This design comes from an exercise in tuning for small area on the open sky130 flow, not from production work.
At most, simulation tests tie the RTL to the original design; equivalence was not proved.
Only the layout flow was run in run 7; the RTL was not checked for function there.
Power and IR drop assume default switching activity.

### flow/design.v
module glue_timer (
    input  wire       clk,
    input  wire       rst,         
    input  wire       wr_en,       
    input  wire [2:0] wr_off,      
    input  wire [7:0] wr_data,
    input  wire       tick,
    output wire [7:0] count,       
    output wire       irq
);
    reg [15:0] ticks;
    reg [7:0]  target;
    reg        paused;
    reg        irq_q;
    wire w_tgt   = wr_en && wr_off == 3'd0;
    wire w_rst   = wr_en && wr_off == 3'd2;
    wire w_trig  = wr_en && wr_off == 3'd3;
    wire w_pause = wr_en && wr_off == 3'd4;
    wire w_cont  = wr_en && wr_off == 3'd5;
    wire clr = w_tgt || w_rst || w_trig;
    wire [7:0]  n_target = w_tgt ? wr_data : target;
    wire        n_paused = w_pause || (paused && !clr && !w_cont);
    wire        n_irq    = w_trig || (irq_q && !(w_tgt || w_rst || w_cont));
    wire        go   = tick && !n_paused;
    wire [15:0] inc  = ticks + {15'd0, go};      
    wire [15:0] t    = clr ? 16'd1 : inc;        
    wire        tz   = n_target == 8'd0;
    wire        hit  = !tz && t[7:0] == n_target;    
    wire        fire = tz ? !t[15] : hit;
    wire        zero = clr || (go && hit);
    wire [15:0] n_t  = zero ? {15'd0, clr && go && !hit} : inc;
    always @(posedge clk) begin
        if (rst) begin
            ticks  <= 16'd0;
            target <= 8'd255;
            paused <= 1'b1;
            irq_q  <= 1'b0;
        end else begin
            target <= n_target;
            paused <= n_paused;
            ticks  <= n_t;
            irq_q  <= (go && fire) || n_irq;
        end
    end
    assign count = ticks[7:0];
    assign irq   = irq_q;
endmodule
module glue_disk (
    input  wire        clk,
    input  wire        rst,              
    input  wire        store_open,
    input  wire        store_writable,
    input  wire [40:0] store_size,
    input  wire        wr_en,            
    input  wire        rd_en,            
    input  wire [2:0]  off,              
    input  wire [7:0]  wr_data,
    output wire [7:0]  rd_data,          
    output wire [40:0] st_addr,
    output wire        st_re,
    output wire        st_we,
    output wire [7:0]  st_wdata,
    input  wire [7:0]  st_rdata
);
    reg        status;       
    reg        seeked;
    reg [7:0]  param0, param1, param2, param3;
    reg [40:0] pos;
    wire        le  = off[1];
    reg  [41:0] cc;
    integer     i;
    always @(*) begin
        cc[0] = le;
        for (i = 0; i < 41; i = i + 1)
            cc[i+1] = (store_size[i] & ~pos[i]) | (store_size[i] & cc[i]) |
                      (~pos[i] & cc[i]);
    end
    wire        cmp = cc[41];
    wire data_rd = rd_en && off == 3'd5;
    wire data_wr = wr_en && off == 3'd5;
    assign st_addr  = pos;
    assign st_re    = store_open && data_rd && cmp;
    assign st_we    = store_open && data_wr && store_writable && cmp;
    assign st_wdata = wr_data;
    wire data_ok = st_re || st_we;
    wire cmd     = wr_en && off == 3'd0 && store_open;
    wire select  = cmd && wr_data == 8'h00;
    wire seek    = cmd && wr_data == 8'h01;
    wire stat_nok = seeked ? !cmp : status;
    assign rd_data = {7'd0, rd_en && off == 3'd6 && stat_nok} |
                     ((rd_en && off == 3'd5 && st_re) ? st_rdata : 8'h00);
    always @(posedge clk) begin
        if (rst) begin
            status <= !store_open;
            seeked <= 1'b0;
            pos    <= 41'd0;
        end else begin
            if (seek) begin
                seeked <= 1'b1;
                pos    <= {param3, param2, param1, param0, 9'd0};
            end else begin
                if (select || data_rd || data_wr) begin
                    seeked <= 1'b0;
                    status <= !select && !data_ok;
                end
                pos <= pos + {40'd0, data_ok};
            end
        end
        if (rst || (wr_en && off == 3'd1)) param0 <= rst ? 8'd0 : wr_data;
        if (rst || (wr_en && off == 3'd2)) param1 <= rst ? 8'd0 : wr_data;
        if (rst || (wr_en && off == 3'd3)) param2 <= rst ? 8'd0 : wr_data;
        if (rst || (wr_en && off == 3'd4)) param3 <= rst ? 8'd0 : wr_data;
    end
endmodule
module fuzix_glue (
    input  wire        clk,
    input  wire        rst,              
    input  wire        store_open,
    input  wire        store_writable,
    input  wire [40:0] store_size,
    input  wire        bus_valid,
    input  wire        bus_rd,           
    input  wire        bus_sync,         
    input  wire [15:0] bus_addr,
    input  wire [7:0]  bus_wdata,
    output reg         data_drive,       
    output reg  [7:0]  data_out,         
    input  wire        tick,
    output wire        irq,
    output wire        mem_re,
    output wire        mem_we,
    output wire [15:0] mem_addr,
    output wire [7:0]  mem_wdata,
    input  wire [7:0]  mem_rdata,
    output wire        st_re,
    output wire        st_we,
    output wire [40:0] st_addr,
    output wire [7:0]  st_wdata,
    input  wire [7:0]  st_rdata
);
    wire page_fe   = bus_addr[15:8] == 8'hFE && !bus_addr[4] && !bus_addr[3];
    wire in_disk   = page_fe && bus_addr[7:5] == 3'b011 && bus_addr[2:0] != 3'd7;
    wire in_timer  = page_fe && bus_addr[7:5] == 3'b100 &&
                     !(bus_addr[2] && bus_addr[1]);
    wire in_mem    = !in_disk && !in_timer;
    wire [2:0] off = bus_addr[2:0];
    wire cyc = bus_valid && !rst;
    wire rd  = cyc && bus_rd;
    wire wr  = cyc && !bus_rd;
    assign mem_re    = rd && in_mem;
    assign mem_we    = wr && in_mem;
    assign mem_addr  = bus_addr;
    assign mem_wdata = bus_wdata;
    wire [7:0] timer_count;
    glue_timer u_timer (
        .clk     (clk),
        .rst     (rst),
        .wr_en   (wr && in_timer),
        .wr_off  (off),
        .wr_data (bus_wdata),
        .tick    (tick),
        .count   (timer_count),
        .irq     (irq)
    );
    wire [7:0] disk_rdata;
    glue_disk u_disk (
        .clk            (clk),
        .rst            (rst),
        .store_open     (store_open),
        .store_writable (store_writable),
        .store_size     (store_size),
        .wr_en          (wr && in_disk),
        .rd_en          (rd && in_disk),
        .off            (off),
        .wr_data        (bus_wdata),
        .rd_data        (disk_rdata),
        .st_addr        (st_addr),
        .st_re          (st_re),
        .st_we          (st_we),
        .st_wdata       (st_wdata),
        .st_rdata       (st_rdata)
    );
    wire [7:0] rdata = in_disk  ? disk_rdata :
                       in_timer ? (off == 3'd1 ? timer_count : 8'h00) :
                                  mem_rdata;
    always @(posedge clk) begin
        if (rst)
            data_drive <= 1'b0;
        else if (bus_valid)
            data_drive <= bus_rd;
        if (bus_valid)
            data_out <= rdata;
    end
endmodule
### flow/flow/run.sh
#!/bin/bash
# The standard ORFS layout with three changes:
#  - synthesis maps the logic with an area-oriented ABC script
#    (flow/abc_area.script) in place of ORFS's speed script; everything
#    else in synthesis (registers, flattening, renaming) is the standard flow's own;
#  - the port buffers are the smallest buffer cell;
#  - the clock tree uses small clock buffers and no dummy loads.
set -euo pipefail
HERE=$PWD
# ORFS synth.tcl, with the ABC script replaced
sed 's#^source \$::env(SCRIPTS_DIR)/synth_preamble.tcl#&\nset abc_args [lreplace $abc_args 1 1 '"$HERE"'/flow/abc_area.script]#' \
    "$FLOW_HOME/scripts/synth.tcl" > my_synth_body.tcl
grep -q abc_area.script my_synth_body.tcl
# The standard flow's synthesis wrapper, sourcing the copy above
sed 's#source \$::env(SCRIPTS_DIR)/synth.tcl#source '"$HERE"'/my_synth_body.tcl#' synth_recipe.tcl > my_synth_recipe.tcl
grep -q my_synth_body.tcl my_synth_recipe.tcl
# standard.sh, with the synthesis script swapped
sed 's#SYNTH_SCRIPT=[^ ]*#SYNTH_SCRIPT='"$HERE"'/my_synth_recipe.tcl#' standard.sh > my_standard.sh
grep -q my_synth_recipe.tcl my_standard.sh
export BUFFER_PORTS_ARGS="-buffer_cell sky130_fd_sc_hd__buf_1"
export CTS_ARGS="-sink_clustering_enable -repair_clock_nets -dont_use_dummy_load -buf_list {sky130_fd_sc_hd__clkbuf_4 sky130_fd_sc_hd__clkbuf_8}"
bash my_standard.sh finish > standard.log 2>&1
### flow/flow/abc_area.script
&get -n
&st
&deepsyn -T 60
&dch -f
&nf -R 1000
&put
### flow/standard.sh
#!/bin/bash
# synth_recipe.tcl (not shown) runs the flow's synth.tcl, then flattens the netlist and writes it again
# the make line also repeats each setting of config.mk as NAME=value (left out here)
make -C /OpenROAD-flow-scripts/flow DESIGN_CONFIG=/design/flow/config.mk WORK_HOME=/design/flow/orfs CLKGATE_MAP_FILE= SYNTH_SCRIPT=/design/flow/synth_recipe.tcl "${@:-finish}"
### flow/config.mk
export PLATFORM = sky130hd
export DESIGN_NAME = fuzix_glue
export DESIGN_NICKNAME = fuzix_glue
export VERILOG_FILES = /design/flow/design.v
export SDC_FILE = /design/flow/constraint.sdc
export NUM_CORES = 4
export LEC_CHECK = 0
export CAP_MARGIN = 20
export CORE_MARGIN = 2
export CORE_UTILIZATION = 40
export SLEW_MARGIN = 20
### flow/constraint.sdc
create_clock -name core_clock -period 10.0 [get_ports {clk}]
set_input_delay 2.0000 -clock core_clock [delete_from_list [all_inputs] [get_ports {clk}]]
set_output_delay 2.0000 -clock core_clock [all_outputs]
set_load 0.01 [all_outputs]
==> results of run 1 <==
-- registers in the layout (all words and copies together), names as in the netlist --
signal	count
data_out	8
u_timer.target	8
u_disk.status	1
data_drive	1
u_disk.pos	41
u_disk.param1	8
u_disk.param0	8
u_disk.param2	8
u_timer.ticks	16
u_timer.irq_q	1
u_disk.param3	8
u_disk.seeked	1
u_timer.paused	1
-- timing repair --
action / 4_1_cts / 5_1_grt
setup endpoints to repair: 9 / 14
gates cloned: 0 / 0
pin swaps: 46 / 42
setup buffers: 34 / 14
gates resized for setup: 47 / 45
-- worst paths after layout --
check	startpoint	end	slack, ns	cells past startpoint
hold / removal	u_disk.param0[3]	u_disk.pos[12]	0.45	2
setup reg to reg	u_disk.pos[1]	u_disk.pos[40]	1.51	59
hold reg to reg	u_disk.param0[3]	u_disk.pos[12]	0.45	2
setup / recovery	store_size[1]	u_disk.pos[40]	0.26	61
-- where the power goes --
part,leakage [uW],internal [uW],switching (uW)
clock network,0.0000647,81.4,136
registers,0.000953,479,3.81
logic,0.00163,21.9,40.4
-- cell usage in the layout (no fill, tap or decap), types with 6 or more instances in the layout --
cell type,netlist,final
buf_1,0,171
o21ai_1,0,10
clkbuf_8,0,9
xnor2_1,7,6
a21oi_1,40,37
buf_4,32,80
edfxtp_1,41,41
a22oi_1,11,11
nor2_1,40,31
nand3_2,0,6
o22ai_1,14,13
nand2_1,86,83
nor3_1,23,21
o21ai_0,33,23
nand3_1,15,6
nand2b_1,12,12
clkinv_1,49,46
and3_1,16,8
nor2_2,0,6
dfxtp_1,69,69
and4_1,9,6
a31oi_1,15,15
and3_4,0,8
o2bb2ai_1,12,11
nor2b_1,8,8
o31ai_1,14,14
-- per-stage QoR --
stage / worst slack [ns] / TNS, ns / hold slack (ns)
3_3_place_gp: -1.091 / -7.816 / 0.4232
4_1_cts: -0.1674 / -0.3475 / 0.4494
3_5_place_dp: -1.046 / -7.083 / 0.4263
6_report: 0.2638 / 0 / 0.4480
2_1_floorplan: 0.02586 / 0 / 0.4155
5_1_grt: -0.6078 / -3.718 / 0.4603
-- worst max-delay path: cells and delay by family --
| family | cells | cell delay (ns) |
|---|---|---|
| xor gates and xnor gates | 1 | 0.16 |
| buffers and inverters | 3 | 0.26 |
| AOI/OAI and AO/OA | 30 | 3.67 |
| and+or+nand+nor | 25 | 3.53 |
| adders and majority gates | 2 | 0.29 |
-- logic make-up after synthesis --
| logic type | count (synthesis) | share of synthesized area [%] |
|---|---|---|
| XOR/XNOR | 10 | 1.599 |
| buffers and inverters | 81 | 7.745 |
| multiplexers | 6 | 1.120 |
| AND/OR/NAND/NOR | 240 | 21.36 |
| adder cells (fa/ha/maj) | 4 | 0.9139 |
| flip-flops | 110 | 47.70 |
| AO/OA/AOI/OAI | 165 | 19.56 |
-- routing by layer --
metal | track usage (%) | routed length, um | up-vias
li1 | - | - | 2696
met1 | 26.41 | 6745 | 2509
met2 | 34.34 | 7322 | 156
met3 | 3.195 | 728 | 11
met4 | 5.233 | 119 | 0
met5 | 0 | 0 | -
-- final cells by class --
class                   instances  area [um^2]
clock buffers                   9        123.9
fillers                      1268         6105
flip-flops and latches        110         2613
well taps                     176        220.2
multi-input cells             425         2744
repair buffers                257         1304
inverters                      49        186.4
==> metrics.csv, run 1 <==
stage,metric,value,unit
logic_synthesis,Netlist cell types,44,
sta,clk_skew,0.02640,ns
cts,root buffer cell,clkbuf_8,
logic_synthesis,"Seq/Total Area, Yosys",47.70,%
place,Inst Count DP,970,
logic_synthesis,number of synthesized flops with an enable pin,41,
critical_path,critical path type,input port to flip-flop,
logic_synthesis,Synth area leader,dfxtp_1,
logic_synthesis,Mapped Avg Cell Area,8.890,um^2
cts,cts bufs inserted,9,
routing,drt wl/cell,14.54,um
pwr,Tot Pwr,761.8,uW
finish,"Area growth, synth to finish",31.30,%
hold_path,min-delay worst type,flip-flop to flip-flop,
logic_synthesis,cells after synthesis,616,
routing,drt pass-1 iters,7,
routing,Post-DRT Antenna Nets,0,
cts,H-tree level count,3,
critical_path,slowest cell on the critical path,and3_4,
sta,Fmax,102.7,MHz
grt,Tot GR Track Use,20.07,%
finish,ratio of cells with drive above 1 in the final layout,17.65,%
routing,routed wire length,14920,um
place,hpwl dp,10930,um
finish,ANT cells,0,
logic_synthesis,"flops & latches, synth",110,
finish,Layout Cells excl Fill,1026,
cts,clk buf depth,2,
finish,Nets,945,
pwr,static leakage,0.002645,uW
logic_synthesis,most common cell in the netlist,nand2_1,
logic_synthesis,Post-synth top cells,"nand2_1 (86), dfxtp_1 (69), clkinv_1 (49)",
routing,DR DRC count,0,
cts,TritonCTS clock tree,done,
pwr,pwr dens,105.9,nW/um^2
floorplan,initial core utilization,41.19,%
routing,DR vias,5372,
pwr,worst vdd ir,0.00006035,V
critical_path,Worst EP arrival,9.95,ns
floorplan,die width,121.0,um
cts,hold buffer count at cts,0,
logic_synthesis,Synth Net Count,709,
sta,unrepaired setup endpoints after global routing,yes,
grt,grt ovf,0,
grt,pin count of the biggest net entering global routing,36,
logic_synthesis,ys flop type,dfxtp_1,
sta,slew margin rel.,45.01,%
finish,fin util,54.08,%
finish,final instance area,7191,um^2
critical_path,Worst path most repeated cell,o21ai_1,
grt,first-pass GRT wire length,23540,um
sta,final hold vios,0,
logic_synthesis,async set or reset register ratio after synthesis,0,%
logic_synthesis,ranking of synthesized cells by area,"dfxtp_1 (25%), edfxtp_1 (22%), nand2_1 (5.9%)",
sta,Tmin final,9.736,ns
routing,initial drt markers,370,
sta,fraction of the cycle the final worst path needs,97.36,%
cts,Sink Count,110,
grt,vias in the first global route,5026,
critical_path,Worst path max stage delay,0.24,ns
floorplan,I/O pin count,176,
floorplan,core area,13300,um^2
logic_synthesis,Mapped Area,5477,um^2
place,gp weighted congestion,0.9086,
sta,endpoints failing setup,0,
critical_path,CP endpoint kind,flip-flop,
sta,Slew @ Worst Pin,0.8249,ns
routing,vias per cell,5.236,
logic_synthesis,top cell type's share of synthesized area,25.22,%
place,IO buf count,174,
place,area post-placement,6387,um^2
critical_path,Worst EP required,10.21,ns
critical_path,Worst Path Max Fanout,2,
logic_synthesis,Synthesis Warnings,3,
floorplan,DIE HEIGHT,121.0,um
sta,Final Max Tran Viols,0,
run_status,outcome,finished clean,
floorplan,row cnt,42,
floorplan,Die ar.,14640,um^2
run,maxcap violations,0,
cts,Worst-path clk slew,0.10,ns
critical_path,Startpoint Class,input port,
cts,Clock Latency Late Sink,0.37,ns
grt,antenna violations before repair,0,
==> inputs of run 2 (changes only) <==
==> flow/flow/abc_area.script (replaced) <==
&get -n
&st
&deepsyn -T 60
&b
&dch -f
&nf -R 1000
&put
==> run 2 against run 1 <==
  * Sequential power hardly changed
  * Cell count is 5.8% lower
  * Routed wire length is 5.9% lower
  * Clock power hardly changed
  * Clock skew is 0.0040 ns lower
  * Register-to-register slack better by 1.1 ns
  * Synthesized cell count is 1.3% higher
  * Non-clock buffer count is 72 lower
  * Cell area is 11% lower
  * Combinational power is 5.3% lower
  * Critical path depth is 25 lower
  * First-iteration DRC count is 4.3% lower
  * Largest power group unchanged
==> metrics.csv, run 2 <==
stage,metric,value,unit,change
run_status,outcome,finished clean,,unchanged
routing,Metal-1 WL,6206,um,was 6745 um
logic_synthesis,top cell type's share of synthesized area,24.80,%,was 25.22%
cts,root buffer cell,clkbuf_8,,unchanged
finish,"Most flops, register",u_disk.pos,,unchanged
routing,initial drt markers,354,,was 370
logic_synthesis,ys flop type,dfxtp_1,,unchanged
finish,most frequent cells in the layout,"buf_1 (174), nand2_1 (74), dfxtp_1 (69)",,"was buf_1 (171), nand2_1 (83), buf_4 (80)"
grt,vias in the first global route,4725,,"was 5,026"
logic_synthesis,cells after synthesis,624,,was 616
place,IO buf count,174,,unchanged
cts,hold buffer count at cts,0,,unchanged
floorplan,initial core utilization,40.60,%,was 41.19%
floorplan,row cnt,43,,was 42
hold_path,min-delay worst type,flip-flop to flip-flop,,unchanged
floorplan,DIE HEIGHT,122.0,um,was 121.0 um
critical_path,critical path type,input port to output port,,was input port to flip-flop
cts,postcts setup bufs,0,,was 34
floorplan,Die ar.,14890,um^2,"was 14,640 um^2"
logic_synthesis,Synth area leader,dfxtp_1,,unchanged
hold_path,hold path depth,1,,was 2
logic_synthesis,ranking of synthesized cells by area,"dfxtp_1 (25%), edfxtp_1 (22%), nand2_1 (5.0%)",,"was dfxtp_1 (25%), edfxtp_1 (22%), nand2_1 (5.9%)"
critical_path,CP endpoint kind,output port,,was flip-flop
critical_path,FF-to-FF setup slack,2.60,ns,was 1.51 ns
cts,cts bufs inserted,9,,unchanged
finish,Layout Cells excl Fill,966,,"was 1,026"
grt,Tot GR Track Use,19.10,%,was 20.07%
place,area post-placement,6297,um^2,was 6387 um^2
sta,Fmax,110.7,MHz,was 102.7 MHz
critical_path,RR Startpoint,u_disk.pos[0],,was u_disk.pos[1]
critical_path,Startpoint Class,input port,,unchanged
floorplan,core area,13720,um^2,"was 13,300 um^2"
routing,met2 wire length,6816,um,was 7322 um
cts,H-tree level count,3,,unchanged
logic_synthesis,Netlist cell types,49,,was 44
finish,Nets,881,,was 945
critical_path,Setup crit start,store_size[1],,unchanged
routing,DR DRC count,0,,unchanged
finish,final instance area,6421,um^2,was 7191 um^2
critical_path,Worst EP arrival,7.03,ns,was 9.95 ns
critical_path,Worst path max stage delay,0.36,ns,was 0.24 ns
logic_synthesis,Mapped Area,5570,um^2,was 5477 um^2
place,hpwl dp,10690,um,"was 10,930 um"
grt,first-pass GRT wire length,22350,um,"was 23,540 um"
floorplan,die width,122.0,um,was 121.0 um
cts,clk buf depth,2,,unchanged
finish,max reg flops,41,,unchanged
cts,Sink Count,110,,unchanged
sta,clk_skew,0.02240,ns,was 0.02640 ns
pwr,static leakage,0.002287,uW,was 0.002645 uW
place,Inst Count DP,957,,was 970
logic_synthesis,Synth Net Count,717,,was 709
cts,# resized after CTS,0,,was 47
routing,DR top layer,met4,,unchanged
floorplan,I/O pin count,176,,unchanged
sta,fraction of the cycle the final worst path needs,90.30,%,was 97.36%
critical_path,Worst Path Max Fanout,9,,was 2
logic_synthesis,Post-synth top cells,"nand2_1 (74), dfxtp_1 (69), nor2_1 (59)",,"was nand2_1 (86), dfxtp_1 (69), clkinv_1 (49)"
finish,ratio of cells with drive above 1 in the final layout,2.799,%,was 17.65%
sta,Slew @ Worst Pin,0.9938,ns,was 0.8249 ns
sta,final hold vios,0,,unchanged
logic_synthesis,Mapped Avg Cell Area,8.927,um^2,was 8.890 um^2
cts,Worst-path clk slew,0.10,ns,about the same
critical_path,R2R cell count,45,,was 59
logic_synthesis,async set or reset register ratio after synthesis,0,%,unchanged
routing,DR vias,5029,,"was 5,372"
critical_path,Worst path most repeated cell,o21ai_0,,was o21ai_1
grt,grt ovf,0,,unchanged
critical_path,r2r endpoint,u_disk.pos[40],,unchanged
grt,pin count of the biggest net entering global routing,34,,was 36
pwr,pwr dens,118.0,nW/um^2,was 105.9 nW/um^2
routing,vias per cell,5.206,,was 5.236
pwr,worst vdd ir,0.00007365,V,was 0.00006035 V
sta,Tmin final,9.030,ns,was 9.736 ns
sta,setup TNS,0,ns,unchanged
sta,Final Max Tran Viols,0,,unchanged
routing,Post-DRT Antenna Nets,0,,unchanged
routing,drt wl/cell,14.52,um,was 14.54 um
logic_synthesis,Synthesis Warnings,3,,unchanged
critical_path,slowest cell on the critical path,o2bb2ai_1,,was and3_4
finish,"commonest non-fill, non-tap cell in the layout",buf_1,,unchanged
cts,TritonCTS clock tree,done,,unchanged
sta,endpoints failing setup,0,,unchanged
finish,ANT cells,0,,unchanged
routing,Met3 Wirelength,769,um,was 728 um
logic_synthesis,most common cell in the netlist,nand2_1,,unchanged
sta,unrepaired setup endpoints after global routing,no,,was yes
run,maxcap violations,0,,unchanged
routing,routed wire length,14030,um,"was 14,920 um"
cts,Clock Latency Late Sink,0.38,ns,was 0.37 ns
critical_path,CP Capture Point,st_re,,was u_disk.pos[40]
grt,antenna violations before repair,0,,unchanged
logic_synthesis,"flops & latches, synth",110,,unchanged
place,gp weighted congestion,0.9517,,was 0.9086
logic_synthesis,"Seq/Total Area, Yosys",46.90,%,was 47.70%
logic_synthesis,number of synthesized flops with an enable pin,41,,unchanged
sta,slew margin rel.,33.05,%,was 45.01%
finish,"Area growth, synth to finish",15.27,%,was 31.30%
critical_path,Worst EP required,8.00,ns,was 10.21 ns
finish,Largest regs,"u_disk.pos: 41 flops, u_timer.ticks: 16 flops",,unchanged
routing,drt pass-1 iters,4,,was 7
[run 2: cell count changes after synthesis, sizes merged, moves of 6 or more]
cell / delta
xnor2: +10
a21oi: -10
nand2b: -10
nor2: +19
a21o: +15
a211oi: +8
nand2: -12
and3: +6
o31ai: -13
a31oi: -7
o21ai: -9
[run 2: cell families (layout without fill, tap and decap cells)]
group	after synthesis	after routing	synth area share [%]
adder cells (fa/ha/maj)	4	4	0.8985
AO/OA/AOI/OAI	156	156	19.05
multiplexers	6	6	1.078
buffers and inverters	80	242	7.547
AND/OR/NAND/NOR	244	244	20.75
flip-flops	110	110	46.90
XOR/XNOR	24	24	3.774
[run 2: power breakdown]
| part | total [uW] | internal [uW] | switching, uW |
|---|---|---|---|
| Sequential | 483 | 479 | 4.43 |
| Combinational | 59.0 | 19.5 | 39.4 |
| Clock | 216 | 81.3 | 135 |
| Total | 758 | 580 | 178 |
[run 2: final cells by class]
cell class                      count  area [um^2]
Timing Repair Buffer              185        735.7
Fill cell                        1395         7298
Sequential cell                   110         2613
Multi-Input combinational cell    434         2544
Tap cell                          180        225.2
Clock buffer                        9        123.9
Inverter                           48        180.2
[run 2: worst min path at each step]
stage | from | to
floorplan | u_disk.param1[7] | u_disk.pos[24]
global placement | u_disk.param2[7] | u_disk.pos[32]
detailed placement | u_disk.param2[2] | u_disk.pos[27]
CTS | data_drive | data_drive
global route | u_disk.param0[4] | u_disk.pos[13]
finish | u_disk.param0[4] | u_disk.pos[13]
[run 2: worst max-delay path: cells and delay by family]
| kind | cells | cell delay (ns) |
|---|---|---|
| buffers and inverters | 5 | 0.59 |
| AO/OA/AOI/OAI | 29 | 3.91 |
| AND/OR/NAND/NOR | 2 | 0.52 |
[run 2: metrics by stage]
step | utilization [%] | hold slack [ns] | setup slack (ns) | total power (uW)
3_5_place_dp | 45.90 | 0.4358 | 0.7219 | 552.9
4_1_cts | 46.80 | 0.4546 | 0.8626 | 765.6
6_report | 46.80 | 0.4509 | 0.9704 | 758.0
5_1_grt | 46.80 | 0.4662 | 0.2052 | 785.9
2_1_floorplan | - | 0.4154 | 1.364 | 524.8
3_3_place_gp | 45.90 | 0.4281 | 0.7949 | 551.3
[run 2: routing by layer]
metal | vias up | GRT usage, %
met5 | - | 0
met4 | 0 | 6.034
met3 | 20 | 5.524
met2 | 131 | 32.68
met1 | 2319 | 23.17
li1 | 2559 | -
==> inputs of run 3 (changes only) <==
==> flow/flow/abc_area.script (replaced) <==
&get -n
&st
&deepsyn -T 60
&syn2
&dch -f
&nf -R 1000
&put
==> run 3 against run 2 <==
  * Still clean
  * Worst setup slack improved by 0.0021 ns
  * Combinational power decreased by 3%
  * Fmax about the same
  * Clock power about the same
  * Clock-buffer cell count unchanged
  * Hold slack got worse by 0.0043 ns
  * Synthesized cell count decreased by 2.7%
  * Non-clock buffer count decreased by 5
==> metrics.csv, run 3 <==
stage,metric,value,unit,change
finish,Nets,859,,was 881
routing,routed wire length,13490,um,"was 14,030 um"
place,hpwl dp,10280,um,"was 10,690 um"
run,maxcap violations,0,,unchanged
critical_path,Worst Path Max Fanout,10,,was 9
routing,initial drt markers,227,,was 354
floorplan,die width,121.7,um,was 122.0 um
grt,Tot GR Track Use,18.18,%,was 19.10%
routing,Post-DRT Antenna Nets,0,,unchanged
finish,"commonest non-fill, non-tap cell in the layout",buf_1,,unchanged
logic_synthesis,Post-Synth Adder-Cell Area,0.9029,%,was 0.8985%
critical_path,slowest cell on the critical path,a21oi_1,,was o2bb2ai_1
critical_path,Startpoint Class,input port,,unchanged
sta,Slew @ Worst Pin,0.9933,ns,was 0.9938 ns
critical_path,Worst EP arrival,7.03,ns,about the same
pwr,Tot Pwr,753.2,uW,was 758.0 uW
sta,setup TNS,0,ns,unchanged
logic_synthesis,"flops & latches, synth",110,,unchanged
logic_synthesis,most common cell in the netlist,nand2_1,,unchanged
place,IO buf count,174,,unchanged
logic_synthesis,cells after synthesis,607,,was 624
routing,drt pass-1 iters,5,,was 4
cts,TritonCTS clock tree,done,,unchanged
sta,fraction of the cycle the final worst path needs,90.27,%,was 90.30%
floorplan,row cnt,43,,unchanged
grt,pin count of the biggest net entering global routing,36,,was 34
logic_synthesis,Synth Area in Simple Gates,20.02,%,was 20.75%
cts,clk buf depth,2,,unchanged
cts,# resized after CTS,0,,unchanged
logic_synthesis,top cell type's share of synthesized area,24.92,%,was 24.80%
pwr,worst vdd ir,0.00007910,V,was 0.00007365 V
logic_synthesis,Netlist cell types,47,,was 49
logic_synthesis,async set or reset register ratio after synthesis,0,%,unchanged
logic_synthesis,Post-synth top cells,"nand2_1 (78), dfxtp_1 (69), nor2_1 (56)",,"was nand2_1 (74), dfxtp_1 (69), nor2_1 (59)"
finish,Largest regs,"u_disk.pos: 41 flops, u_timer.ticks: 16 flops",,unchanged
routing,drt wl/cell,14.29,um,was 14.52 um
grt,vias in the first global route,4521,,"was 4,725"
pwr,pwr dens,118.6,nW/um^2,was 118.0 nW/um^2
finish,most frequent cells in the layout,"buf_1 (174), nand2_1 (78), dfxtp_1 (69)",,"was buf_1 (174), nand2_1 (74), dfxtp_1 (69)"
finish,ANT cells,0,,unchanged
sta,endpoints failing setup,0,,unchanged
floorplan,I/O pin count,176,,unchanged
logic_synthesis,post-synthesis mux area share,1.084,%,was 1.078%
cts,H-tree level count,3,,unchanged
cts,postcts setup bufs,0,,unchanged
finish,max reg flops,41,,unchanged
logic_synthesis,"Seq/Total Area, Yosys",47.13,%,was 46.90%
logic_synthesis,Synthesis Warnings,3,,unchanged
cts,cts bufs inserted,9,,unchanged
critical_path,CP endpoint kind,output port,,unchanged
cts,Worst-path clk slew,0.10,ns,about the same
logic_synthesis,largest family of logic cells by synthesized area,simple AND/OR/NAND/NOR gates,,unchanged
critical_path,critical path type,input port to output port,,unchanged
pwr,static leakage,0.002102,uW,was 0.002287 uW
grt,first-pass GRT wire length,21310,um,"was 22,350 um"
sta,slew margin rel.,33.08,%,was 33.05%
logic_synthesis,ranking of synthesized cells by area,"dfxtp_1 (25%), edfxtp_1 (22%), nand2_1 (5.3%)",,"was dfxtp_1 (25%), edfxtp_1 (22%), nand2_1 (5.0%)"
grt,antenna violations before repair,0,,unchanged
logic_synthesis,Synth area leader,dfxtp_1,,unchanged
floorplan,Die ar.,14810,um^2,"was 14,890 um^2"
hold_path,min-delay worst type,flip-flop to flip-flop,,unchanged
sta,unrepaired setup endpoints after global routing,no,,unchanged
sta,Tmin final,9.027,ns,was 9.030 ns
logic_synthesis,Mapped Avg Cell Area,9.131,um^2,was 8.927 um^2
cts,hold buffer count at cts,0,,unchanged
finish,ratio of cells with drive above 1 in the final layout,1.963,%,was 2.799%
finish,"Area growth, synth to finish",14.56,%,was 15.27%
grt,grt ovf,0,,unchanged
finish,"Most flops, register",u_disk.pos,,unchanged
floorplan,initial core utilization,40.40,%,was 40.60%
sta,Final Max Tran Viols,0,,unchanged
cts,Sink Count,110,,unchanged
logic_synthesis,Mapped Area,5543,um^2,was 5570 um^2
sta,Fmax,110.8,MHz,was 110.7 MHz
logic_synthesis,complex-gate fraction of the synthesized area,15.40,%,was 19.05%
logic_synthesis,XOR/XNOR Fraction of Synth Area,8.217,%,was 3.774%
routing,vias per cell,5.117,,was 5.206
floorplan,core area,13720,um^2,unchanged
routing,DR DRC count,0,,unchanged
place,gp weighted congestion,0.7984,,was 0.9517
routing,DR vias,4830,,"was 5,029"
logic_synthesis,ys flop type,dfxtp_1,,unchanged
cts,root buffer cell,clkbuf_8,,unchanged
cts,Clock Latency Late Sink,0.38,ns,about the same
floorplan,DIE HEIGHT,121.7,um,was 122.0 um
sta,clk_skew,0.02726,ns,was 0.02240 ns
logic_synthesis,number of synthesized flops with an enable pin,41,,unchanged
critical_path,Worst path max stage delay,0.37,ns,was 0.36 ns
sta,final hold vios,0,,unchanged
run_status,outcome,finished clean,,unchanged
logic_synthesis,Synth Net Count,700,,was 717
critical_path,Worst EP required,8.00,ns,about the same
run 3: kinds of logic (layout without fill, tap and decap cells):
family	after synthesis	count (layout)
adder cells (fa/ha/maj)	4	4
AND/OR/NAND/NOR	234	234
flip-flops	110	110
AO/OA/AOI/OAI	126	126
XOR/XNOR	52	52
buffers and inverters	75	232
multiplexers	6	6
run 3: critical path: cells and delay by family:
kind,cells,cell delay (ns)
and+or+nand+nor,2,0.20
AOI/OAI and AO/OA,30,4.39
buffers and inverters,3,0.41
run 3: area by class of cell:
type                            instances  area (um^2)
Multi-Input combinational cell        422         2529
Clock buffer                            9        123.9
Fill cell                            1346         7370
Tap cell                              180        225.2
Sequential cell                       110         2613
Inverter                               43        161.4
Timing Repair Buffer                  180        698.2
run 3: power breakdown:
part	switching, uW	internal [uW]	leakage, uW	total (uW)
sequential	3.83	479	0.000953	483
clock	132	81.2	0.0000647	213
combinational	37.3	20.0	0.00108	57.3
run 3: layer usage:
metal  wire length [um]  vias to the layer above  GRT usage (%)
met5                  0                        -              0
met1               5864                     2265          21.94
met3                724                       12          5.431
li1                   -                     2434              -
met2               6786                      119          32.48
met4                118                        0          3.161
run 3: worst paths after layout:
kind	startpoint	endpoint	slack (ns)	cells past startpoint
setup reg to reg	u_disk.pos[1]	u_disk.pos[14]	2.50	46
hold reg to reg	u_disk.param3[5]	u_disk.pos[38]	0.45	2
hold / removal	u_disk.param3[5]	u_disk.pos[38]	0.45	2
setup / recovery	store_size[1]	st_re	0.97	35
run 3: stage by stage:
stage          util (%)  std cells  hold WS [ns]  instance area [um^2]  setup slack [ns]
2_1_floorplan         -        607        0.4178                  5543             1.462
3_3_place_gp      45.38        935        0.4248                  6226            0.8973
3_5_place_dp      45.38        935        0.4321                  6226            0.8491
4_1_cts           46.28        944        0.4466                  6350            0.8920
5_1_grt           46.28        944        0.4701                  6350            0.3887
6_report          46.28        944        0.4465                  6350            0.9725
==> inputs of run 4 (changes only) <==
==> flow/flow/abc_area.script (replaced) <==
&get -n
&st
&deepsyn -T 60
&syn2
&dch -f
&nf -R 1000
&st
&syn2
&dch -f
&nf -R 1000
&put
==> run 4 against run 3 <==
  * Fmax down 1.5%
  * Critical path type unchanged
  * Largest power group unchanged
  * Routed wire length down 2.5%
  * Critical path depth unchanged
  * Clock-buffer cell count unchanged
==> metrics.csv, run 4 <==
stage,metric,value,unit,change
run_status,outcome,finished clean,,unchanged
floorplan,initial core utilization,41.38,%,was 40.40%
place,hpwl dp,10070,um,"was 10,280 um"
grt,antenna violations before repair,0,,unchanged
logic_synthesis,Synthesis Warnings,3,,unchanged
critical_path,Worst EP arrival,7.17,ns,was 7.03 ns
finish,Register Area,2613,um^2,unchanged
sta,slew margin rel.,29.99,%,was 33.08%
routing,initial drt markers,313,,was 227
finish,most frequent cells in the layout,"buf_1 (174), nand2_1 (87), dfxtp_1 (69)",,"was buf_1 (174), nand2_1 (78), dfxtp_1 (69)"
logic_synthesis,Synth area leader,dfxtp_1,,unchanged
logic_synthesis,cells after synthesis,616,,was 607
critical_path,Worst EP required,8.00,ns,about the same
logic_synthesis,Post-synth top cells,"nand2_1 (87), dfxtp_1 (69), nor2_1 (57)",,"was nand2_1 (78), dfxtp_1 (69), nor2_1 (56)"
logic_synthesis,Netlist cell types,46,,was 47
cts,clk buf depth,2,,unchanged
cts,postcts setup bufs,0,,unchanged
sta,setup ws final,0.8306,ns,was 0.9725 ns
finish,"Most flops, register",u_disk.pos,,unchanged
place,pre-CTS setup slack,0.6218,ns,was 0.8491 ns
hold_path,min-delay worst type,flip-flop to flip-flop,,unchanged
cts,TritonCTS clock tree,done,,unchanged
routing,drt wl/cell,13.88,um,was 14.29 um
sta,Fmax,109.1,MHz,was 110.8 MHz
logic_synthesis,async set or reset register ratio after synthesis,0,%,unchanged
place,Inst Count DP,939,,was 935
logic_synthesis,Mapped Avg Cell Area,8.966,um^2,was 9.131 um^2
grt,Tot GR Track Use,17.87,%,was 18.18%
finish,final instance area,6324,um^2,was 6350 um^2
run,maxcap violations,0,,unchanged
cts,Clock Latency Late Sink,0.37,ns,was 0.38 ns
finish,Nets,867,,was 859
sta,clk_skew,0.03200,ns,was 0.02726 ns
logic_synthesis,Mapped Area,5523,um^2,was 5543 um^2
cts,hold buffer count at cts,0,,unchanged
floorplan,Die ar.,14760,um^2,"was 14,810 um^2"
finish,multi-input logic area,2507,um^2,was 2529 um^2
place,area post-placement,6193,um^2,was 6226 um^2
sta,final hold vios,0,,unchanged
grt,Top Usage Layer GRT,met2,,unchanged
pwr,Seq pwr share,63.9,%,was 64.1%
logic_synthesis,number of synthesized flops with an enable pin,41,,unchanged
cts,Worst-path clk slew,0.08,ns,was 0.10 ns
sta,unrepaired setup endpoints after global routing,no,,unchanged
pwr,logic gate share of total power,7.6,%,about the same
sta,endpoints failing setup,0,,unchanged
routing,Post-DRT Antenna Nets,0,,unchanged
cts,cts bufs inserted,9,,unchanged
critical_path,Worst path max stage delay,0.43,ns,was 0.37 ns
grt,GR Layer Usage met1,21.75,%,was 21.94%
floorplan,die width,121.5,um,was 121.7 um
finish,ANT cells,0,,unchanged
sta,Final Max Tran Viols,0,,unchanged
critical_path,Startpoint Class,input port,,unchanged
pwr,Switching Fraction,23.17,%,was 23.01%
pwr,pwr dens,119.4,nW/um^2,was 118.6 nW/um^2
place,IO buf count,174,,unchanged
finish,ratio of cells with drive above 1 in the final layout,1.943,%,was 1.963%
grt,met3 Use GR,4.135,%,was 5.431%
routing,DR vias,4809,,"was 4,830"
pwr,worst vdd ir,0.00009567,V,was 0.00007910 V
grt,first-pass GRT wire length,21150,um,"was 21,310 um"
routing,vias per cell,5.073,,was 5.117
pwr,static leakage,0.002035,uW,was 0.002102 uW
grt,vias in the first global route,4504,,"was 4,521"
pwr,Int Pwr,580.2,uW,was 579.9 uW
critical_path,Worst Path Max Fanout,9,,was 10
finish,FILL cells,1340,,"was 1,346"
cts,Sink Count,110,,unchanged
critical_path,CP endpoint kind,output port,,unchanged
logic_synthesis,top cell type's share of synthesized area,25.01,%,was 24.92%
floorplan,core area,13350,um^2,"was 13,720 um^2"
grt,pin count of the biggest net entering global routing,39,,was 36
routing,drt pass-1 iters,6,,was 5
routing,routed wire length,13160,um,"was 13,490 um"
finish,max reg flops,41,,unchanged
floorplan,row cnt,42,,was 43
routing,DR DRC count,0,,unchanged
cts,root buffer cell,clkbuf_8,,unchanged
sta,Slew @ Worst Pin,1.039,ns,was 0.9933 ns
grt,met2 Use GR,31.32,%,was 32.48%
logic_synthesis,ranking of synthesized cells by area,"dfxtp_1 (25%), edfxtp_1 (22%), nand2_1 (5.9%)",,"was dfxtp_1 (25%), edfxtp_1 (22%), nand2_1 (5.3%)"
sta,setup TNS,0,ns,unchanged
pwr,P_sw,174.9,uW,was 173.3 uW
pwr,power share of the clock group,28.5,%,was 28.3%
finish,Layout Cells excl Fill,948,,was 944
sta,fraction of the cycle the final worst path needs,91.69,%,was 90.27%
finish,"Area growth, synth to finish",14.50,%,was 14.56%
sta,Tmin final,9.169,ns,was 9.027 ns
floorplan,I/O pin count,176,,unchanged
logic_synthesis,"Seq/Total Area, Yosys",47.30,%,was 47.13%
critical_path,critical path type,input port to output port,,unchanged
logic_synthesis,ys flop type,dfxtp_1,,unchanged
finish,Largest regs,"u_disk.pos: 41 flops, u_timer.ticks: 16 flops",,unchanged
cts,H-tree level count,3,,unchanged
critical_path,slowest cell on the critical path,a21oi_1,,unchanged
logic_synthesis,Synth Net Count,709,,was 700
logic_synthesis,most common cell in the netlist,nand2_1,,unchanged
logic_synthesis,"flops & latches, synth",110,,unchanged
cts,# resized after CTS,0,,unchanged
floorplan,DIE HEIGHT,121.5,um,was 121.7 um
grt,grt ovf,0,,unchanged
finish,"commonest non-fill, non-tap cell in the layout",buf_1,,unchanged
place,gp weighted congestion,0.8358,,was 0.7984
run 4: changes by cell type in the layout (fill, tap and decap cells not counted), sizes merged, moves of 2 or more:
cell / previous run / this run
nand2: 78 / 87
o21ai: 41 / 46
and4: 2 / 0
nor3: 10 / 12
a22o: 5 / 2
clkinv: 43 / 45
xnor2: 32 / 28
and2: 3 / 7
and3: 19 / 15
run 4: cell type report:
type | instances | area share [%]
timing repair buffer | 179 | 10.92
tap | 176 | 3.482
inverter | 45 | 2.671
multi-input combinational | 429 | 39.65
sequential | 110 | 41.31
clock buffer | 9 | 1.959
run 4: cell families (layout without fill, tap and decap cells):
group	count (synthesis)	after routing	synth area share [%]
compound gates	128	128	15.34
xor+xnor	48	48	7.612
fa+ha+maj	4	4	0.9062
buf+inv	77	233	7.408
flops	110	110	47.30
mux	5	5	0.9062
simple gates	244	244	20.53
run 4: worst paths after layout:
path              slack [ns]  cells past startpoint     startpoint        endpoint
setup / recovery        0.83                     35  store_size[1]           st_re
hold / removal          0.45                      2     data_drive      data_drive
setup reg to reg        2.32                     46  u_disk.pos[1]  u_disk.pos[40]
hold reg to reg         0.45                      2     data_drive      data_drive
run 4: layer usage:
layer	routed length, um	up-vias
met4	258	0
met1	5742	2230
met5	0	-
li1	-	2452
met3	678	15
met2	6481	112
run 4: worst max-delay path: cells and delay by family:
kind / cells / cell delay, ns
buffers and inverters: 3 / 0.41
AO/OA/AOI/OAI: 30 / 4.50
AND/OR/NAND/NOR: 2 / 0.27
run 4: through the flow:
step                      util, %  hold slack (ns)  total power, uW
after detailed placement    46.40           0.4310            550.5
after CTS                   47.33           0.4553            763.4
after global placement      46.40           0.4188            549.1
after floorplan                 -           0.4156            524.7
after global routing        47.38           0.4665            787.5
final                       47.38           0.4476            755.1
run 4: power groups by stage:
stage | Sequential (uW) | Combinational, uW | Clock, uW
2_1_floorplan | 493 | 31.4 | 0
3_3_place_gp | 493 | 56.5 | 0
3_5_place_dp | 493 | 57.7 | 0
4_1_cts | 483 | 58.0 | 223
5_1_grt | 484 | 63.8 | 240
6_report | 483 | 57.2 | 215
==> inputs of run 5 (changes only) <==
==> flow/flow/abc_area.script (replaced) <==
&get -n
&st
&syn2
&dch -f
&nf -R 1000
&st
&syn2
&dch -f
&nf -R 1000
&put
--- a/flow/config.mk
+++ b/flow/config.mk
@@ -7,5 +7,6 @@
 export LEC_CHECK = 0
-export CAP_MARGIN = 20
+export CAP_MARGIN = 0
 export CORE_MARGIN = 2
 export CORE_UTILIZATION = 40
-export SLEW_MARGIN = 20
+export GPL_TIMING_DRIVEN = 0
+export SLEW_MARGIN = 0
==> run 5 against run 4 <==
  * Hold slack improved by 0.014 ns
  * Largest power group unchanged
  * Sequential share of layout area is 2.2 points lower
  * Routed wire length increased by 13%
  * Worst setup slack got worse by 0.044 ns
  * Cell count up 5.4%
  * Clock power about the same
  * Clock-buffer cell count did not move
  * Highest routed layer unchanged
  * Sequential power about the same
  * Global-route usage increased by 1.6 points
==> metrics.csv, run 5 <==
stage,metric,value,unit,change
run_status,outcome,finished clean,,unchanged
logic_synthesis,number of synthesized flops with an enable pin,41,,unchanged
finish,Largest regs,"u_disk.pos: 41 flops, u_timer.ticks: 16 flops",,unchanged
sta,Final Max Tran Viols,0,,unchanged
grt,pin count of the biggest net entering global routing,42,,was 39
routing,DR top layer,met4,,unchanged
logic_synthesis,Mapped Avg Cell Area,8.910,um^2,was 8.966 um^2
cts,Worst-path clk slew,0.06,ns,was 0.08 ns
logic_synthesis,"Seq/Total Area, Yosys",46.25,%,was 47.30%
floorplan,I/O pin count,176,,unchanged
sta,endpoints failing setup,0,,unchanged
logic_synthesis,Synth area leader,dfxtp_1,,unchanged
logic_synthesis,Synthesis Warnings,3,,unchanged
floorplan,DIE HEIGHT,122.8,um,was 121.5 um
pwr,static leakage,0.002244,uW,was 0.002035 uW
cts,cts bufs inserted,9,,unchanged
logic_synthesis,most common cell in the netlist,nor2_1,,was nand2_1
logic_synthesis,cells after synthesis,634,,was 616
grt,antenna violations before repair,0,,unchanged
grt,first-pass GRT wire length,22990,um,"was 21,150 um"
finish,max reg flops,41,,unchanged
cts,Clock Latency Late Sink,0.38,ns,was 0.37 ns
cts,# resized after CTS,0,,unchanged
grt,vias in the first global route,4879,,"was 4,504"
logic_synthesis,ranking of synthesized cells by area,"dfxtp_1 (24%), edfxtp_1 (22%), xnor2_1 (6.7%)",,"was dfxtp_1 (25%), edfxtp_1 (22%), nand2_1 (5.9%)"
finish,most frequent cells in the layout,"buf_1 (174), nor2_1 (71), dfxtp_1 (69)",,"was buf_1 (174), nand2_1 (87), dfxtp_1 (69)"
floorplan,initial core utilization,40.86,%,was 41.38%
floorplan,row cnt,43,,was 42
grt,Tot GR Track Use,19.46,%,was 17.87%
sta,unrepaired setup endpoints after global routing,no,,unchanged
place,pre-CTS setup slack,-0.04775,ns,was 0.6218 ns
routing,Met3 Wirelength,831,um,was 678 um
critical_path,slowest cell on the critical path,buf_1,,was a21oi_1
logic_synthesis,Post-synth top cells,"nor2_1 (71), dfxtp_1 (69), nand2_1 (58)",,"was nand2_1 (87), dfxtp_1 (69), nor2_1 (57)"
finish,"Most flops, register",u_disk.pos,,unchanged
sta,slew margin rel.,13.11,%,was 29.99%
run,maxcap violations,0,,unchanged
finish,"Area growth, synth to finish",18.34,%,was 14.50%
place,IO buf count,174,,unchanged
critical_path,Worst Path Max Fanout,13,,was 9
critical_path,Worst path max stage delay,0.45,ns,was 0.43 ns
pwr,worst vdd ir,0.00007976,V,was 0.00009567 V
routing,routed wire length,14930,um,"was 13,160 um"
routing,vias per cell,5.241,,was 5.073
floorplan,Die ar.,15090,um^2,"was 14,760 um^2"
critical_path,critical path type,input port to output port,,unchanged
sta,final hold vios,0,,unchanged
sta,Fmax,108.5,MHz,was 109.1 MHz
routing,Post-DRT Antenna Nets,0,,unchanged
hold_path,min-delay worst type,flip-flop to flip-flop,,unchanged
finish,"commonest non-fill, non-tap cell in the layout",buf_1,,unchanged
place,hpwl dp,11630,um,"was 10,070 um"
grt,grt ovf,0,,unchanged
routing,drt wl/cell,14.94,um,was 13.88 um
cts,postcts setup bufs,0,,unchanged
sta,Slew @ Worst Pin,1.292,ns,was 1.039 ns
cts,root buffer cell,clkbuf_8,,unchanged
critical_path,Startpoint Class,input port,,unchanged
sta,setup TNS,0,ns,unchanged
sta,WHS,0.4619,ns,was 0.4476 ns
routing,initial drt markers,273,,was 313
logic_synthesis,"flops & latches, synth",110,,unchanged
floorplan,core area,13830,um^2,"was 13,350 um^2"
finish,Layout Cells excl Fill,999,,was 948
critical_path,Worst path most repeated cell,a21o_1,,
critical_path,Worst EP required,8.00,ns,about the same
logic_synthesis,top cell type's share of synthesized area,24.45,%,was 25.01%
routing,Metal-1 WL,6367,um,was 5742 um
finish,ratio of cells with drive above 1 in the final layout,5.617,%,was 1.943%
logic_synthesis,Netlist cell types,44,,was 46
cts,clk buf depth,2,,unchanged
floorplan,die width,122.8,um,was 121.5 um
logic_synthesis,Synth Net Count,727,,was 709
sta,fraction of the cycle the final worst path needs,92.13,%,was 91.69%
routing,DR vias,5236,,"was 4,809"
routing,drt pass-1 iters,4,,was 6
place,Inst Count DP,990,,was 939
logic_synthesis,async set or reset register ratio after synthesis,0,%,unchanged
cts,TritonCTS clock tree,done,,unchanged
cts,Sink Count,110,,unchanged
pwr,pwr dens,114.4,nW/um^2,was 119.4 nW/um^2
finish,Nets,914,,was 867
routing,met2 wire length,7447,um,was 6481 um
finish,ANT cells,0,,unchanged
routing,DR DRC count,0,,unchanged
logic_synthesis,ys flop type,dfxtp_1,,unchanged
sta,setup ws final,0.7869,ns,was 0.8306 ns
sta,clk_skew,0.04017,ns,was 0.03200 ns
logic_synthesis,Mapped Area,5649,um^2,was 5523 um^2
finish,FILL cells,1385,,"was 1,340"
critical_path,CP endpoint kind,output port,,unchanged
cts,hold buffer count at cts,0,,unchanged
critical_path,Worst EP arrival,7.21,ns,was 7.17 ns
place,gp weighted congestion,0.9353,,was 0.8358
sta,Tmin final,9.213,ns,was 9.169 ns
cts,H-tree level count,3,,unchanged
-- run 5: layer usage --
metal	up-vias	GRT usage (%)
met3	18	4.368
met4	0	7.184
met1	2452	23.22
met2	145	34.08
met5	-	0
li1	2621	-
-- run 5: logic make-up after synthesis --
logic type,Yosys count,share of synthesized area [%]
compound gates,152,17.39
xor+xnor,48,7.442
fa+ha+maj,4,0.8860
buf+inv,84,7.708
flops,110,46.25
mux,8,1.418
simple gates,228,18.91
-- run 5: stage by stage --
stage	utilization [%]	power (uW)	instance area, um^2
floorplan	-	525.2	5649
global placement	47.21	562.1	6528
detailed placement	47.42	564.0	6556
CTS	48.31	773.5	6680
global route	48.35	796.7	6685
finish	48.35	764.7	6685
-- run 5: worst paths after layout --
path / from / end / slack, ns / cells after the start
setup / recovery: bus_addr[1] / st_re / 0.79 / 29
hold / removal: u_disk.seeked / u_disk.seeked / 0.46 / 2
setup reg to reg: u_disk.pos[1] / u_disk.pos[18] / 2.66 / 39
hold reg to reg: u_disk.seeked / u_disk.seeked / 0.46 / 2
-- run 5: cell type report --
type	count	area, um^2	area share [%]
buffer	32	240.2	3.593
clock buffer	9	123.9	1.853
inverter	52	195.2	2.920
multi-input combinational	440	2620	39.19
sequential	110	2613	39.08
tap	180	225.2	3.369
timing repair buffer	176	668.1	9.994
-- run 5: where the power goes --
group          switching [uW]  leakage [uW]  internal, uW
Sequential               3.47      0.000953           479
Combinational            42.7       0.00123          27.7
Clock                     131     0.0000647          81.2
Total                     177       0.00224           588
-- run 5: worst max-delay path, delay by kind of cell --
kind	cells	cell delay (ns)
AO/OA/AOI/OAI	23	3.56
AND/OR/NAND/NOR	4	1.00
buffers and inverters	2	0.65
==> inputs of run 6 (changes only) <==
--- a/flow/flow/run.sh
+++ b/flow/flow/run.sh
@@ -20,3 +20,3 @@
 export BUFFER_PORTS_ARGS="-buffer_cell sky130_fd_sc_hd__buf_1"
-export CTS_ARGS="-sink_clustering_enable -repair_clock_nets -dont_use_dummy_load -buf_list {sky130_fd_sc_hd__clkbuf_4 sky130_fd_sc_hd__clkbuf_8}"
+export CTS_ARGS="-sink_clustering_enable -repair_clock_nets -dont_use_dummy_load -buf_list {sky130_fd_sc_hd__clkbuf_8} -sink_clustering_size 30 -sink_clustering_max_diameter 200"
 bash my_standard.sh finish > standard.log 2>&1
==> flow/flow/abc_area.script (replaced) <==
&get -n
&st
&deepsyn -T 60
&syn2
&dch -f
&nf -R 1000
&put
--- a/flow/config.mk
+++ b/flow/config.mk
@@ -7,6 +7,5 @@
 export LEC_CHECK = 0
-export CAP_MARGIN = 0
+export CAP_MARGIN = 20
 export CORE_MARGIN = 2
 export CORE_UTILIZATION = 40
-export GPL_TIMING_DRIVEN = 0
-export SLEW_MARGIN = 0
+export SLEW_MARGIN = 20
==> run 6 against run 5 <==
  * Still clean
  * Area after synthesis is 1.9% lower
  * Sequential share of layout area is 2.1 points higher
  * Hold slack worse by 0.015 ns
  * Clock power hardly changed
  * Clock-buffer cell count stayed put
  * Routed wire length is 9.6% lower
  * Sequential power hardly changed
  * Utilization is 2.1 points lower
  * Combinational power is 19% lower
  * First-iteration DRC count is 17% lower
  * Synthesized cell count is 4.3% lower
  * Critical path type unchanged
  * Critical endpoint unchanged
==> metrics.csv, run 6 <==
stage,metric,value,unit,change
run_status,outcome,finished clean,,unchanged
finish,"commonest non-fill, non-tap cell in the layout",buf_1,,unchanged
pwr,worst vdd ir,0.00007910,V,was 0.00007976 V
routing,DR DRC count,0,,unchanged
logic_synthesis,ranking of synthesized cells by area,"dfxtp_1 (25%), edfxtp_1 (22%), nand2_1 (5.3%)",,"was dfxtp_1 (24%), edfxtp_1 (22%), xnor2_1 (6.7%)"
cts,# resized after CTS,0,,unchanged
logic_synthesis,Mapped Area,5543,um^2,was 5649 um^2
logic_synthesis,"Seq/Total Area, Yosys",47.13,%,was 46.25%
routing,drt wl/cell,14.29,um,was 14.94 um
finish,ratio of cells with drive above 1 in the final layout,1.963,%,was 5.617%
critical_path,Worst Path Max Fanout,10,,was 13
sta,Fmax,110.8,MHz,was 108.5 MHz
sta,unrepaired setup endpoints after global routing,no,,unchanged
place,area post-placement,6226,um^2,was 6556 um^2
logic_synthesis,cells after synthesis,607,,was 634
sta,Final Max Tran Viols,0,,unchanged
finish,Nets,859,,was 914
floorplan,die width,121.7,um,was 122.8 um
grt,vias in the first global route,4521,,"was 4,879"
logic_synthesis,post-synthesis mux area share,1.084,%,was 1.417%
critical_path,Worst EP arrival,7.03,ns,was 7.21 ns
sta,slew margin rel.,33.08,%,was 13.11%
logic_synthesis,complex-gate fraction of the synthesized area,15.40,%,was 17.39%
critical_path,Worst EP required,8.00,ns,about the same
hold_path,Worst Hold End,u_disk.pos[38],,was u_disk.seeked
cts,postcts setup bufs,0,,unchanged
hold_path,Hold Path Origin,u_disk.param3[5],,was u_disk.seeked
finish,"Most flops, register",u_disk.pos,,unchanged
hold_path,hold path depth,2,,unchanged
finish,ANT cells,0,,unchanged
critical_path,FF-to-FF setup slack,2.50,ns,was 2.66 ns
grt,pin count of the biggest net entering global routing,36,,was 42
finish,final instance area,6350,um^2,was 6685 um^2
logic_synthesis,Synth area leader,dfxtp_1,,unchanged
cts,H-tree level count,3,,unchanged
sta,endpoints failing setup,0,,unchanged
critical_path,critical path type,input port to output port,,unchanged
routing,DR vias,4830,,"was 5,236"
critical_path,r2r endpoint,u_disk.pos[14],,was u_disk.pos[18]
logic_synthesis,most common cell in the netlist,nand2_1,,was nor2_1
critical_path,Worst path max stage delay,0.37,ns,was 0.45 ns
cts,root buffer cell,clkbuf_8,,unchanged
hold_path,min-delay worst type,flip-flop to flip-flop,,unchanged
place,hpwl dp,10280,um,"was 11,630 um"
cts,Sink Count,110,,unchanged
routing,vias per cell,5.117,,was 5.241
logic_synthesis,"flops & latches, synth",110,,unchanged
pwr,static leakage,0.002102,uW,was 0.002244 uW
place,IO buf count,174,,unchanged
finish,"Area growth, synth to finish",14.56,%,was 18.34%
logic_synthesis,Synth Net Count,700,,was 727
cts,Clock Latency Late Sink,0.38,ns,about the same
sta,fraction of the cycle the final worst path needs,90.27,%,was 92.13%
cts,clk buf depth,2,,unchanged
cts,TritonCTS clock tree,done,,unchanged
grt,antenna violations before repair,0,,unchanged
grt,Tot GR Track Use,18.18,%,was 19.46%
logic_synthesis,Post-synth top cells,"nand2_1 (78), dfxtp_1 (69), nor2_1 (56)",,"was nor2_1 (71), dfxtp_1 (69), nand2_1 (58)"
finish,most frequent cells in the layout,"buf_1 (174), nand2_1 (78), dfxtp_1 (69)",,"was buf_1 (174), nor2_1 (71), dfxtp_1 (69)"
logic_synthesis,async set or reset register ratio after synthesis,0,%,unchanged
floorplan,core area,13720,um^2,"was 13,830 um^2"
finish,max reg flops,41,,unchanged
routing,routed wire length,13490,um,"was 14,930 um"
floorplan,row cnt,43,,unchanged
run,maxcap violations,0,,unchanged
logic_synthesis,Synthesis Warnings,3,,unchanged
sta,clk_skew,0.02726,ns,was 0.04017 ns
logic_synthesis,Mapped Avg Cell Area,9.131,um^2,was 8.910 um^2
logic_synthesis,number of synthesized flops with an enable pin,41,,unchanged
routing,initial drt markers,227,,was 273
critical_path,Setup crit start,store_size[1],,was bus_addr[1]
sta,Slew @ Worst Pin,0.9933,ns,was 1.292 ns
finish,FILL cells,1346,,"was 1,385"
cts,cts bufs inserted,9,,unchanged
routing,drt pass-1 iters,5,,was 4
logic_synthesis,Post-Synth Adder-Cell Area,0.9029,%,was 0.8859%
floorplan,initial core utilization,40.40,%,was 40.86%
logic_synthesis,largest family of logic cells by synthesized area,simple AND/OR/NAND/NOR gates,,unchanged
pwr,pwr dens,118.6,nW/um^2,was 114.4 nW/um^2
floorplan,Die ar.,14810,um^2,"was 15,090 um^2"
critical_path,Startpoint Class,input port,,unchanged
critical_path,RR Startpoint,u_disk.pos[1],,unchanged
cts,hold buffer count at cts,0,,unchanged
sta,final hold vios,0,,unchanged
place,gp weighted congestion,0.7984,,was 0.9353
logic_synthesis,XOR/XNOR Fraction of Synth Area,8.217,%,was 7.442%
floorplan,DIE HEIGHT,121.7,um,was 122.8 um
critical_path,R2R cell count,46,,was 39
critical_path,slowest cell on the critical path,a21oi_1,,was buf_1
logic_synthesis,ys flop type,dfxtp_1,,unchanged
floorplan,I/O pin count,176,,unchanged
cts,Worst-path clk slew,0.10,ns,was 0.06 ns
finish,Largest regs,"u_disk.pos: 41 flops, u_timer.ticks: 16 flops",,unchanged
grt,grt ovf,0,,unchanged
logic_synthesis,top cell type's share of synthesized area,24.92,%,was 24.45%
logic_synthesis,Netlist cell types,47,,was 44
sta,Tmin final,9.027,ns,was 9.213 ns
critical_path,CP endpoint kind,output port,,unchanged
grt,first-pass GRT wire length,21310,um,"was 22,990 um"
logic_synthesis,Synth Area in Simple Gates,20.02,%,was 18.91%
sta,setup TNS,0,ns,unchanged
routing,Post-DRT Antenna Nets,0,,unchanged
finish,fin util,46.28,%,was 48.35%
## run 6: worst max-delay path: cells and delay by family
kind / cells / cell delay [ns]
compound gates: 30 / 4.39
buf+inv: 3 / 0.41
simple gates: 2 / 0.20
## run 6: cells by family (layout without fill, tap and decap cells)
| kind of cell | Yosys count | count (layout) |
|---|---|---|
| buf+inv | 75 | 232 |
| compound gates | 126 | 126 |
| mux | 6 | 6 |
| fa+ha+maj | 4 | 4 |
| flops | 110 | 110 |
| xor+xnor | 52 | 52 |
| simple gates | 234 | 234 |
## run 6: metrics by stage
stage               cells  total power (uW)  hold WS (ns)  worst slack [ns]
finish                944             753.2        0.4465            0.9725
detailed placement    935             550.6        0.4321            0.8491
floorplan             607             524.3        0.4178             1.462
CTS                   944             763.6        0.4466            0.8920
global route          944             786.1        0.4701            0.3887
global placement      935             549.5        0.4248            0.8973
## run 6: worst max path at each step
stage,to
after detailed placement,u_disk.pos[14]
after CTS,st_re
after floorplan,u_disk.pos[40]
after global placement,u_disk.pos[14]
final,st_re
after global routing,st_re
## run 6: final cells by class
cell class / count / area (um^2) / share of cell area, %
Clock buffer: 9 / 123.9 / 1.951
Inverter: 43 / 161.4 / 2.542
Multi-Input combinational cell: 422 / 2529 / 39.82
Sequential cell: 110 / 2613 / 41.14
Tap cell: 180 / 225.2 / 3.547
Timing Repair Buffer: 180 / 698.2 / 11.00
## run 6: metal layers
layer  track usage, %  wire length, um
met1            21.94             5864
met2            32.48             6786
met3            5.431              724
met4            3.161              118
met5                0                0
## run 6: report_power, final
part	internal, uW	total, uW	switching, uW
clock network	81.2	213	132
registers	479	483	3.83
logic	20.0	57.3	37.3
total	580	753	173
==> inputs of run 7 (changes only) <==
--- a/flow/design.v
+++ b/flow/design.v
@@ -89,4 +89,4 @@
     wire stat_nok = seeked ? !cmp : status;
-    assign rd_data = {7'd0, rd_en && off == 3'd6 && stat_nok} |
-                     ((rd_en && off == 3'd5 && st_re) ? st_rdata : 8'h00);
+    assign rd_data = (off == 3'd6) ? {7'd0, stat_nok} :
+                     (off == 3'd5 && store_open && cmp) ? st_rdata : 8'h00;
     always @(posedge clk) begin
--- a/flow/flow/run.sh
+++ b/flow/flow/run.sh
@@ -20,3 +20,3 @@
 export BUFFER_PORTS_ARGS="-buffer_cell sky130_fd_sc_hd__buf_1"
-export CTS_ARGS="-sink_clustering_enable -repair_clock_nets -dont_use_dummy_load -buf_list {sky130_fd_sc_hd__clkbuf_8} -sink_clustering_size 30 -sink_clustering_max_diameter 200"
+export CTS_ARGS="-sink_clustering_enable -repair_clock_nets -dont_use_dummy_load -buf_list {sky130_fd_sc_hd__clkbuf_4 sky130_fd_sc_hd__clkbuf_8}"
 bash my_standard.sh finish > standard.log 2>&1
==> run 7 against run 6 <==
  * First-iteration DRC count grew 30%
  * Combinational power rose by 4.9%
  * Area after synthesis down 0.20%
  * Routed wire length grew 4.4%
  * Critical path depth rose by 3
  * Clock power is essentially flat
  * Cell count rose by 1.6%
  * Utilization is 2.5 points higher
  * Hold slack lost 0.0039 ns
  * Synthesized cell count up 2.0%
  * Largest cell class unchanged
==> metrics.csv, run 7 <==
stage,metric,value,unit,change
critical_path,Worst EP required,8.00,ns,about the same
critical_path,CP endpoint kind,output port,,unchanged
grt,met3 Use GR,3.933,%,was 5.431%
finish,Nets,878,,was 859
critical_path,Setup crit start,store_size[1],,unchanged
sta,clk_skew,0.04041,ns,was 0.02726 ns
cts,cts bufs inserted,9,,unchanged
logic_synthesis,top cell type's share of synthesized area,24.97,%,was 24.92%
cts,clk buf depth,2,,unchanged
pwr,power share of the clock group,28.4,%,was 28.3%
sta,WHS,0.4427,ns,was 0.4465 ns
place,hpwl dp,10680,um,"was 10,280 um"
hold_path,Worst Hold End,u_disk.pos[12],,was u_disk.pos[38]
floorplan,Die ar.,14790,um^2,"was 14,810 um^2"
place,IO buf count,174,,unchanged
routing,routed wire length,14080,um,"was 13,490 um"
logic_synthesis,"Seq/Total Area, Yosys",47.23,%,was 47.13%
sta,Slew @ Worst Pin,0.8738,ns,was 0.9933 ns
run,maxcap violations,0,,unchanged
logic_synthesis,ranking of synthesized cells by area,"dfxtp_1 (25%), edfxtp_1 (22%), xnor2_1 (6.8%)",,"was dfxtp_1 (25%), edfxtp_1 (22%), nand2_1 (5.3%)"
cts,Sink Count,110,,unchanged
pwr,worst vdd ir,0.00008367,V,was 0.00007910 V
critical_path,Worst Path Buf+Inv,3,,unchanged
sta,Tmin final,9.626,ns,was 9.027 ns
logic_synthesis,Synthesis Warnings,3,,unchanged
grt,met2 Use GR,34.38,%,was 32.48%
logic_synthesis,number of synthesized flops with an enable pin,41,,unchanged
cts,Clock Latency Late Sink,0.38,ns,about the same
finish,"Area growth, synth to finish",17.78,%,was 14.56%
routing,DR DRC count,0,,unchanged
grt,GR Layer Usage met1,23.85,%,was 21.94%
routing,initial drt markers,294,,was 227
finish,"commonest non-fill, non-tap cell in the layout",buf_1,,unchanged
sta,setup ws final,0.3745,ns,was 0.9725 ns
grt,first-pass GRT wire length,22610,um,"was 21,310 um"
cts,H-tree level count,3,,unchanged
sta,unrepaired setup endpoints after global routing,yes,,was no
logic_synthesis,Mapped Avg Cell Area,8.936,um^2,was 9.131 um^2
place,gp weighted congestion,0.7813,,was 0.7984
grt,antenna violations before repair,0,,unchanged
critical_path,r2r endpoint,u_disk.pos[40],,was u_disk.pos[14]
logic_synthesis,"flops & latches, synth",110,,unchanged
critical_path,critical path's top delay family,compound AO/OA/AOI/OAI gates,,unchanged
finish,ratio of cells with drive above 1 in the final layout,6.003,%,was 1.963%
sta,endpoints failing setup,0,,unchanged
logic_synthesis,ys flop type,dfxtp_1,,unchanged
grt,pin count of the biggest net entering global routing,39,,was 36
routing,drt wl/cell,14.69,um,was 14.29 um
critical_path,critical path type,input port to output port,,unchanged
floorplan,DIE HEIGHT,121.6,um,was 121.7 um
critical_path,slowest cell on the critical path,maj3_2,,was a21oi_1
cts,hold buffer count at cts,0,,unchanged
hold_path,hold path depth,2,,unchanged
pwr,pwr dens,116.4,nW/um^2,was 118.6 nW/um^2
floorplan,core area,13350,um^2,"was 13,720 um^2"
grt,grt ovf,0,,unchanged
floorplan,I/O pin count,176,,unchanged
finish,most frequent cells in the layout,"buf_1 (170), nand2_1 (93), dfxtp_1 (69)",,"was buf_1 (174), nand2_1 (78), dfxtp_1 (69)"
logic_synthesis,cells after synthesis,619,,was 607
place,pre-CTS setup slack,-0.3330,ns,was 0.8491 ns
finish,Largest regs,"u_disk.pos: 41 flops, u_timer.ticks: 16 flops",,unchanged
grt,Top Usage Layer GRT,met2,,unchanged
routing,drt pass-1 iters,5,,unchanged
floorplan,die width,121.6,um,was 121.7 um
pwr,P_sw,177.8,uW,was 173.3 uW
finish,ANT cells,0,,unchanged
finish,max reg flops,41,,unchanged
grt,vias in the first global route,4762,,"was 4,521"
hold_path,min-delay worst type,flip-flop to flip-flop,,unchanged
logic_synthesis,Mapped Area,5532,um^2,was 5543 um^2
run_status,outcome,finished clean,,unchanged
-- run 7: worst max path at each step --
stage | end | cells past startpoint | slack, ns
floorplan | u_disk.pos[40] | 47 | 0.48
finish | st_we | 38 | 0.37
global placement | st_we | 38 | -0.32
global route | st_we | 38 | 0.004
detailed placement | st_we | 38 | -0.33
CTS | st_we | 38 | 0.02
-- run 7: layer usage --
layer / part of all wire, % / vias to the layer above
li1: - / 2474
met1: 44 / 2320
met2: 50 / 134
met3: 5.2 / 11
met4: 1.1 / 0
met5: 0 / -
-- run 7: cells by family (layout without fill, tap and decap cells) --
kind of cell    Yosys count  count (layout)  synth area share [%]
compound gates          114             114                 13.26
xor+xnor                 52              52                 8.233
fa+ha+maj                10              10                 1.991
buf+inv                  77             241                 7.396
flops                   110             110                 47.23
mux                       5               5                0.9048
simple gates            251             251                 20.99
-- run 7: layout make-up --
class                      instances  area [um^2]  share of cell area, %
sequential                       110         2613                  40.10
timing repair buffer             187        799.5                  12.27
clock buffer                       9        123.9                  1.901
multi-input combinational        432         2587                  39.72
inverter                          45        171.4                  2.631
tap                              176        220.2                  3.380
-- run 7: through the flow --
stage               instance area (um^2)  util, %  cells
CTS                                 6449    48.31    959
finish                              6515    48.81    959
floorplan                           5532        -    619
global route                        6515    48.81    959
detailed placement                  6284    47.08    948
global placement                    6284    47.08    948
-- run 7: power by group through the flow --
stage	Combinational [uW]	Clock (uW)	Sequential, uW
after floorplan	30.3	0	493
after global placement	56.8	0	493
after detailed placement	58.0	0	493
after CTS	59.0	224	483
after global routing	66.5	241	484
final	60.1	216	483
-- run 7: worst min-delay path: stages (launching register included) --
cell,delay [ns]
edfxtp_1,0.34
nand2_1,0.04
o21ai_0,0.05
-- run 7: timing repair --
action                     in CTS  in global routing
gates resized for setup        11                 23
pin swaps                      12                 28
setup endpoints to repair       2                  5
buffers inserted                2                  0

Re-timed with assumed drivers on the ports (clkbuf_16 on the clock, buf_2 on other inputs), run 7 has 0.340 ns of setup slack against 0.374 ns with ideal ports, and 0.340 ns once port delays also move by the mid clock arrival of 0.397 ns.
